From an optimization exercise on the open Yosys and OpenROAD flow, aimed at small area; shortcuts taken in it are not production practice.
At most, simulation tests tie the RTL to the original design; equivalence was not proved.
Power and IR drop assume default switching activity.

== oak ==
==> flow/design.v <==
module crc_frame_engine (
    input  wire        clk,
    input  wire        rst,         
    input  wire        req_valid,
    output wire        req_ready,
    input  wire        req_write,
    input  wire [6:0]  req_addr,    
    input  wire [1:0]  req_size,    
    input  wire [31:0] req_wdata,
    output wire        rsp_valid,
    output wire        rsp_err,     
    output wire [31:0] rsp_rdata
);
    reg [215:0] r;             
    reg [7:0]   t;             
    reg [15:0]  crc;
    reg [3:0]   count;
    reg [2:0]   pres;
    reg         cmd_err;
    reg         ovf;
    reg         clr_all;       
    reg         busy;          
    reg         rev2;          
    reg         rdy_q;         
    wire [2:0] tk   = t[2:0];              
    wire [4:0] tb   = t[7:3];              
    wire       eob  = (tk == 3'd7);
    wire       tk6  = (tk == 3'd6);
    wire       wrap = eob && (tb == 5'd26);
    wire [31:0] w       = req_wdata;
    wire [3:0]  cmd_op  = w[3:0];
    wire [7:0]  cmd_a   = w[15:8];
    wire [7:0]  cmd_len = w[23:16];
    wire        cmd_src = w[4];
    wire [4:0]  word    = req_addr[6:2];
    wire bus_ok = (req_size == 2'd2) && (req_addr[1:0] == 2'b00);
    wire wr_ok  = req_valid && bus_ok && req_write;
    wire rd_ok  = req_valid && bus_ok && !req_write;
    wire is_cmd = wr_ok && (word == 5'h00);
    reg cmd_legal;
    always @(*) begin
        case (cmd_op)
            4'h0, 4'h1, 4'h4, 4'h6:
                cmd_legal = (w[31:4] == 28'd0);
            4'h2, 4'h5:
                cmd_legal = (w[31:16] == 16'd0) && (w[7:4] == 4'd0);
            4'h3:
                cmd_legal = (w[31:24] == 8'd0) && (w[7:5] == 3'd0);
            default:
                cmd_legal = 1'b0;
        endcase
    end
    wire cmd_ok   = is_cmd && cmd_legal;
    wire op_init  = cmd_ok && (cmd_op == 4'h1);
    wire op_byte  = cmd_ok && (cmd_op == 4'h2);
    wire op_range = cmd_ok && (cmd_op == 4'h3);
    wire op_clear = cmd_ok && (cmd_op == 4'h4);
    wire op_push  = cmd_ok && (cmd_op == 4'h5);
    wire op_parse = cmd_ok && (cmd_op == 4'h6);
    wire [4:0] range_end   = cmd_a[3:0] + cmd_len[3:0];
    wire [4:0] range_limit = cmd_src ? 5'd10 : {1'b0, count};
    wire       range_ok    = (cmd_a[7:4] == 4'd0) && (cmd_len[7:4] == 4'd0) &&
                             (range_end <= range_limit);
    wire full       = (count == 4'd15);
    wire range_walk = op_range && range_ok && (cmd_len != 8'd0);
    wire parse_walk = op_parse && full;
    wire long_op    = op_byte || range_walk || parse_walk || op_clear;
    wire push_wait  = op_push && !full;
    reg       ring_word;
    reg [4:0] rtb;
    always @(*) begin
        ring_word = 1'b1;
        case (word)
            5'h04:   rtb = 5'd26;       
            5'h05:   rtb = 5'd3;        
            5'h06:   rtb = 5'd7;        
            5'h07:   rtb = 5'd11;       
            5'h08:   rtb = 5'd14;       
            5'h09:   rtb = 5'd16;       
            5'h0A:   rtb = 5'd19;       
            5'h0B:   rtb = 5'd20;       
            5'h0C:   rtb = 5'd22;       
            default: begin rtb = 5'd0; ring_word = 1'b0; end
        endcase
    end
    wire ring_rd = rd_ok && ring_word;
    wire [3:0] count_inc = count + 4'd1;
    wire [4:0] idle_tgt  = ring_rd ? rtb : {1'b0, count_inc};
    wire [4:0] wk_tgt = busy ? range_end : {1'b0, cmd_a[3:0]};
    wire       wk_hit = (op_parse || op_clear) ? wrap : (eob && (op_byte || (tb == wk_tgt)));
    wire       init   = !busy && (!clr_all || wrap) && long_op && wk_hit;
    wire idle_pre = tk6 && (tb == idle_tgt);
    wire wk_pre   = tk6 && (op_parse ? (rev2 && (tb == 5'd26)) :
                            op_clear ? (tb == 5'd14) :
                                       (op_byte || (tb == wk_tgt)));
    assign req_ready = rdy_q;
    wire accept = req_valid && rdy_q;
    wire finish = busy && accept;       
    wire rdy_d  = req_valid && !accept && !clr_all &&
                  (busy ? wk_pre :
                   long_op ? 1'b0 :
                   (ring_rd || push_wait) ? idle_pre : 1'b1);
    wire [31:0] win;
    genvar g, h;
    generate
        for (g = 0; g < 4; g = g + 1) begin : g_lane
            for (h = 0; h < 8; h = h + 1) begin : g_bit
                assign win[8*g + h] = r[1 + 8*g + 7 - h];
            end
        end
    endgenerate
    reg [3:0]  lane_en;
    reg [31:0] rd_fix;
    always @(*) begin
        lane_en = 4'b0000;
        rd_fix  = 32'd0;
        case (word)
            5'h01: rd_fix = {26'd0, ovf, cmd_err, 1'b0, pres};
            5'h02: rd_fix = {16'd0, crc};
            5'h03: rd_fix = {28'd0, count};
            5'h04, 5'h05, 5'h06, 5'h0C:
                   lane_en = 4'b1111;
            5'h07, 5'h09:
                   lane_en = 4'b0111;
            5'h08, 5'h0B:
                   lane_en = 4'b0011;
            5'h0A: lane_en = 4'b0001;
            5'h10: rd_fix = 32'h0000240A;
            5'h12: rd_fix = 32'h0000720F;
            default: ;
        endcase
    end
    assign rsp_valid = accept;
    assign rsp_err   = !bus_ok;
    assign rsp_rdata = (win & {{8{lane_en[3]}}, {8{lane_en[2]}}, {8{lane_en[1]}}, {8{lane_en[0]}}})
                     | rd_fix;
    reg [7:0] rom_byte;
    always @(*) begin
        case (tb)
            5'd1:    rom_byte = 8'h0A;
            5'd2:    rom_byte = 8'h24;
            5'd9:    rom_byte = 8'h0F;
            5'd10:   rom_byte = 8'h72;
            default: rom_byte = 8'h00;
        endcase
    end
    wire range_bit = op_byte ? cmd_a[~tk] : (cmd_src ? rom_byte[~tk] : r[208]);
    wire parsing = busy && op_parse;
    wire p_good  = !pres[1];
    wire p_ok    = !pres[1] && !pres[2];
    wire p_walk  = (tb >= 5'd2) && (tb <= 5'd12);
    wire p_cmp   = (tb == 5'd13) || (tb == 5'd14);
    wire p_smp   = (tb >= 5'd15) && (tb <= 5'd22);
    wire p_calc  = (tb == 5'd23) || (tb == 5'd24);
    wire p_recv  = (tb >= 5'd25);
    wire p_rot   = (tb == 5'd22) || (tb == 5'd25);
    wire pg      = parsing && p_good;
    wire start_bad = parsing && !rev2 && (tb == 5'd0) &&
                     (r[0] != ((tk == 3'd4) || (tk == 3'd6)));
    wire mismatch  = pg && rev2 && p_cmp && (crc[15] != r[0]);
    wire p_set  = pg && rev2 && (tb == 5'd1) && eob;
    wire p_step = pg && rev2 && p_walk;
    wire p_rol  = pg && (p_rot || p_cmp);
    wire p_swap = pg && p_calc;
    wire copy_en = parsing && rev2 && ((p_smp && p_ok) || (p_recv && p_good));
    wire zero_in = clr_all || (busy && op_clear);
    reg copy_bit;
    always @(*) begin
        case (tb)
            5'd19, 5'd20:                      copy_bit = r[136];
            5'd16, 5'd18, 5'd22, 5'd25:        copy_bit = r[128];
            5'd26:                             copy_bit = r[112];
            default:                           copy_bit = r[144];
        endcase
    end
    wire push_do = accept && push_wait;
    wire        step   = (busy && (op_byte || op_range)) || p_step;
    wire        crc_fb = crc[15] ^ (op_parse ? r[0] : range_bit);
    wire        crc_in = step ? crc_fb : (p_swap ? r[0] : crc[15]);
    wire [15:0] crc_sh_v = {crc[14:0], crc_in} ^ ({16{step && crc_fb}} & 16'h1020);
    wire crc_set = rst || p_set || (!busy && (op_init || (op_range && range_ok)));
    wire crc_wr  = wr_ok && (word == 5'h02);
    wire crc_sh  = step || p_rol || p_swap;
    wire crc_hd  = !crc_wr && !crc_sh;
    wire [15:0] crc_d = {16{crc_set}} | (w[15:0] & {16{crc_wr}})
                      | (crc_sh_v & {16{crc_sh}}) | (crc & {16{crc_hd}});
    integer i;
    always @(posedge clk) begin
        for (i = 0; i < 215; i = i + 1)
            r[i] <= r[i+1];
        r[215] <= !zero_in && (copy_en ? copy_bit : (p_swap ? crc[15] : r[0]));
        if (push_do)
            for (i = 0; i < 8; i = i + 1)
                r[200 + i] <= cmd_a[7 - i];
        crc <= crc_d;
    end
    always @(posedge clk) begin
        if (rst) begin
            t        <= 8'd0;
            count    <= 4'd0;
            pres     <= 3'd0;
            cmd_err  <= 1'b0;
            ovf      <= 1'b0;
            clr_all  <= 1'b1;
            busy     <= 1'b0;
            rev2     <= 1'b0;
            rdy_q    <= 1'b0;
        end else begin
            rdy_q <= rdy_d;
            t <= wrap ? 8'd0 : t + 8'd1;
            if (start_bad) pres <= 3'd3;
            if (mismatch) pres <= 3'd4;
            if (wrap) clr_all <= 1'b0;
            if (parsing && wrap) rev2 <= 1'b1;
            if (init) begin
                busy <= 1'b1;
                rev2 <= 1'b0;
                if (op_parse) pres <= 3'd1;
            end
            if (finish) busy <= 1'b0;
            if ((is_cmd && !cmd_legal) || (op_range && !range_ok)) cmd_err <= 1'b1;
            if (finish && op_clear) count <= 4'd0;
            if (push_do) count <= count_inc;
            if (op_push && full) ovf <= 1'b1;
            if (op_parse && !full) pres <= 3'd2;        
            if (wr_ok && word == 5'h01) begin           
                if (w[4]) cmd_err <= 1'b0;
                if (w[5]) ovf     <= 1'b0;
            end
        end
    end
endmodule
==> flow/config.mk <==
export PLATFORM = sky130hd
export DESIGN_NAME = crc_frame_engine
export DESIGN_NICKNAME = crc_frame_engine
export VERILOG_FILES = /design/flow/design.v
export SDC_FILE = /design/flow/constraint.sdc
export NUM_CORES = 4
export LEC_CHECK = 0
export CAP_MARGIN = 20
export CORE_MARGIN = 2
export CORE_UTILIZATION = 60
export GPL_TIMING_DRIVEN = 0
export SLEW_MARGIN = 20
==> flow/constraint.sdc <==
create_clock -name core_clock -period 6.0 [get_ports {clk}]
set_input_delay 1.2000 -clock core_clock [delete_from_list [all_inputs] [get_ports {clk}]]
set_output_delay 1.2000 -clock core_clock [all_outputs]
set_load 0.01 [all_outputs]
standard.sh (not shown) runs the stock make flow with config.mk's settings and CLKGATE_MAP_FILE= SYNTH_SCRIPT=/design/flow/synth_recipe.tcl, a recipe that flattens the netlist after the stock synthesis.
==> flow/flow/run.sh <==
#!/bin/bash
# Own layout flow: the standard flow (standard.sh) with a few ORFS
# variables set for a smaller layout:
#  - synthesis maps the logic with an area-oriented ABC script and leaves
#    adders to ABC (ADDER_MAP_FILE empty)
#    (flow/abc_area.script in place of ORFS's abc_speed.script; every other
#    ORFS script is an unchanged copy, so registers are as in the standard
#    synthesis)
#  - the netlist's synthesis buffers are removed at floorplan
#  - port buffers are buf_1 instead of the default delay-buffer cell
#  - clock tree synthesis uses clkbuf_8 and inserts no dummy loads
# The make output goes to standard.log; each tool's own log is kept by ORFS
# under orfs/logs/.
set -euo pipefail
here=$(pwd)
rm -rf "$here/scripts_area"
cp -r "$FLOW_HOME/scripts" "$here/scripts_area"
cp "$here/flow/abc_area.script" "$here/scripts_area/abc_speed.script"
export SCRIPTS_DIR="$here/scripts_area"
export REMOVE_ABC_BUFFERS=1
export ADDER_MAP_FILE=
export BUFFER_PORTS_ARGS="-buffer_cell sky130_fd_sc_hd__buf_1"
export CTS_ARGS="-sink_clustering_enable -repair_clock_nets -dont_use_dummy_load -buf_list sky130_fd_sc_hd__clkbuf_8 -sink_clustering_size 20 -sink_clustering_max_diameter 50"
bash standard.sh > standard.log 2>&1
==> flow/flow/abc_area.script <==
strash
dc2
dch -f
amap -F 4 -A 8
strash
dc2
dch -f
amap -F 4 -A 8
topo
stime -c
dnsize -c
Input changes introduced in pine (baseline for comparison: oak):
--- a/flow/design.v
+++ b/flow/design.v
@@ -18,7 +18,8 @@
     reg [2:0]   pres;
     reg         cmd_err;
     reg         ovf;
-    reg         clr_all;       
+    reg         smp_vld;       
+    reg         fcrc_vld;      
     reg         busy;          
     reg         rev2;          
     reg         rdy_q;         
@@ -64,7 +65,7 @@
     wire full       = (count == 4'd15);
     wire range_walk = op_range && range_ok && (cmd_len != 8'd0);
     wire parse_walk = op_parse && full;
-    wire long_op    = op_byte || range_walk || parse_walk || op_clear;
+    wire long_op    = op_byte || range_walk || parse_walk;
     wire push_wait  = op_push && !full;
     reg       ring_word;
     reg [4:0] rtb;
@@ -87,16 +88,15 @@
     wire [3:0] count_inc = count + 4'd1;
     wire [4:0] idle_tgt  = ring_rd ? rtb : {1'b0, count_inc};
     wire [4:0] wk_tgt = busy ? range_end : {1'b0, cmd_a[3:0]};
-    wire       wk_hit = (op_parse || op_clear) ? wrap : (eob && (op_byte || (tb == wk_tgt)));
-    wire       init   = !busy && (!clr_all || wrap) && long_op && wk_hit;
+    wire       wk_hit = op_parse ? wrap : (eob && (op_byte || (tb == wk_tgt)));
+    wire       init   = !busy && long_op && wk_hit;
     wire idle_pre = tk6 && (tb == idle_tgt);
     wire wk_pre   = tk6 && (op_parse ? (rev2 && (tb == 5'd26)) :
-                            op_clear ? (tb == 5'd14) :
                                        (op_byte || (tb == wk_tgt)));
     assign req_ready = rdy_q;
     wire accept = req_valid && rdy_q;
     wire finish = busy && accept;       
-    wire rdy_d  = req_valid && !accept && !clr_all &&
+    wire rdy_d  = req_valid && !accept &&
                   (busy ? wk_pre :
                    long_op ? 1'b0 :
                    (ring_rd || push_wait) ? idle_pre : 1'b1);
@@ -118,13 +118,15 @@
             5'h01: rd_fix = {26'd0, ovf, cmd_err, 1'b0, pres};
             5'h02: rd_fix = {16'd0, crc};
             5'h03: rd_fix = {28'd0, count};
-            5'h04, 5'h05, 5'h06, 5'h0C:
-                   lane_en = 4'b1111;
-            5'h07, 5'h09:
-                   lane_en = 4'b0111;
-            5'h08, 5'h0B:
-                   lane_en = 4'b0011;
-            5'h0A: lane_en = 4'b0001;
+            5'h04: lane_en = {count > 4'd3,  count > 4'd2,  count > 4'd1,  count > 4'd0};
+            5'h05: lane_en = {count > 4'd7,  count > 4'd6,  count > 4'd5,  count > 4'd4};
+            5'h06: lane_en = {count > 4'd11, count > 4'd10, count > 4'd9,  count > 4'd8};
+            5'h07: lane_en = {1'b0,          count > 4'd14, count > 4'd13, count > 4'd12};
+            5'h08: lane_en = {2'b00, {2{smp_vld}}};
+            5'h09: lane_en = {1'b0, {3{smp_vld}}};
+            5'h0A: lane_en = {3'b000, smp_vld};
+            5'h0B: lane_en = {2'b00, {2{smp_vld}}};
+            5'h0C: lane_en = {4{fcrc_vld}};
             5'h10: rd_fix = 32'h0000240A;
             5'h12: rd_fix = 32'h0000720F;
             default: ;
@@ -163,7 +165,6 @@
     wire p_rol  = pg && (p_rot || p_cmp);
     wire p_swap = pg && p_calc;
     wire copy_en = parsing && rev2 && ((p_smp && p_ok) || (p_recv && p_good));
-    wire zero_in = clr_all || (busy && op_clear);
     reg copy_bit;
     always @(*) begin
         case (tb)
@@ -174,7 +175,7 @@
         endcase
     end
     wire push_do = accept && push_wait;
-    wire        step   = (busy && (op_byte || op_range)) || p_step;
+    wire        step   = (busy && !op_parse) || p_step;
     wire        crc_fb = crc[15] ^ (op_parse ? r[0] : range_bit);
     wire        crc_in = step ? crc_fb : (p_swap ? r[0] : crc[15]);
     wire [15:0] crc_sh_v = {crc[14:0], crc_in} ^ ({16{step && crc_fb}} & 16'h1020);
@@ -188,7 +189,7 @@
     always @(posedge clk) begin
         for (i = 0; i < 215; i = i + 1)
             r[i] <= r[i+1];
-        r[215] <= !zero_in && (copy_en ? copy_bit : (p_swap ? crc[15] : r[0]));
+        r[215] <= copy_en ? copy_bit : (p_swap ? crc[15] : r[0]);
         if (push_do)
             for (i = 0; i < 8; i = i + 1)
                 r[200 + i] <= cmd_a[7 - i];
@@ -201,7 +202,8 @@
             pres     <= 3'd0;
             cmd_err  <= 1'b0;
             ovf      <= 1'b0;
-            clr_all  <= 1'b1;
+            smp_vld  <= 1'b0;
+            fcrc_vld <= 1'b0;
             busy     <= 1'b0;
             rev2     <= 1'b0;
             rdy_q    <= 1'b0;
@@ -210,7 +212,8 @@
             t <= wrap ? 8'd0 : t + 8'd1;
             if (start_bad) pres <= 3'd3;
             if (mismatch) pres <= 3'd4;
-            if (wrap) clr_all <= 1'b0;
+            if (p_swap) fcrc_vld <= 1'b1;
+            if (finish && op_parse && p_ok) smp_vld <= 1'b1;
             if (parsing && wrap) rev2 <= 1'b1;
             if (init) begin
                 busy <= 1'b1;
@@ -219,7 +222,7 @@
             end
             if (finish) busy <= 1'b0;
             if ((is_cmd && !cmd_legal) || (op_range && !range_ok)) cmd_err <= 1'b1;
-            if (finish && op_clear) count <= 4'd0;
+            if (op_clear) count <= 4'd0;
             if (push_do) count <= count_inc;
             if (op_push && full) ovf <= 1'b1;
             if (op_parse && !full) pres <= 3'd2;        
Results
Routed wire length on met3 came out higher on pine than on oak. oak was smaller in final cell area than pine. oak -> pine: number of I/O pins delta 0, exact match. Compared with oak, number of standard cells after synthesis in pine increased by a few percent. Going from oak to pine, core utilization shrinks by 0.37 points. Non-clock buffer count was higher in oak than in pine. Diff pine and oak: cell count along the critical path lower in pine. Compared with oak, pine shows a worst slack at placement that is 1.17 ns lower. Global-route wire length before repair, pine and oak, lower one = oak. Portion of total power attributed to the clock network: pine lower than oak. Compared with oak, pine degrades setup slack.
The RTL of pine was laid out without a check of its function.

==> afterwards: timing with drivers on the ports <==
The flow's constraints put no driver on any port. The routed layouts listed below were extracted and timed again, unchanged, in two steps. Step 1 assumes that a clkbuf_16 drives the clock port and a buf_2 every other input. Step 2 adds t to the input delays and takes it off the output delays; t is the mean of the earliest and latest rising clock arrival at the registers after step 1. Input paths then give back, and output paths get back, about the clock's delay inside the block. a / b / c = no drivers / after step 1 / after step 2; a / b = the first two.
| run | t, ns | slack for setup (ns) | worst hold slack (ns) | worst setup path at the end |
|---|---|---|---|---|
| oak | 0.522 | 0.367 / 0.384 / -0.138 | 0.320 / 0.320 / 0.320 | input to register |
| pine | 0.514 | 0.305 / 0.317 / -0.198 | 0.320 / 0.320 / 0.320 | input to register |
Met with ideal ports but missed after step 2: setup timing in oak and pine. The setup slack of oak, which loses most, moves by +0.017 ns with the drivers and by -0.505 ns with both steps.
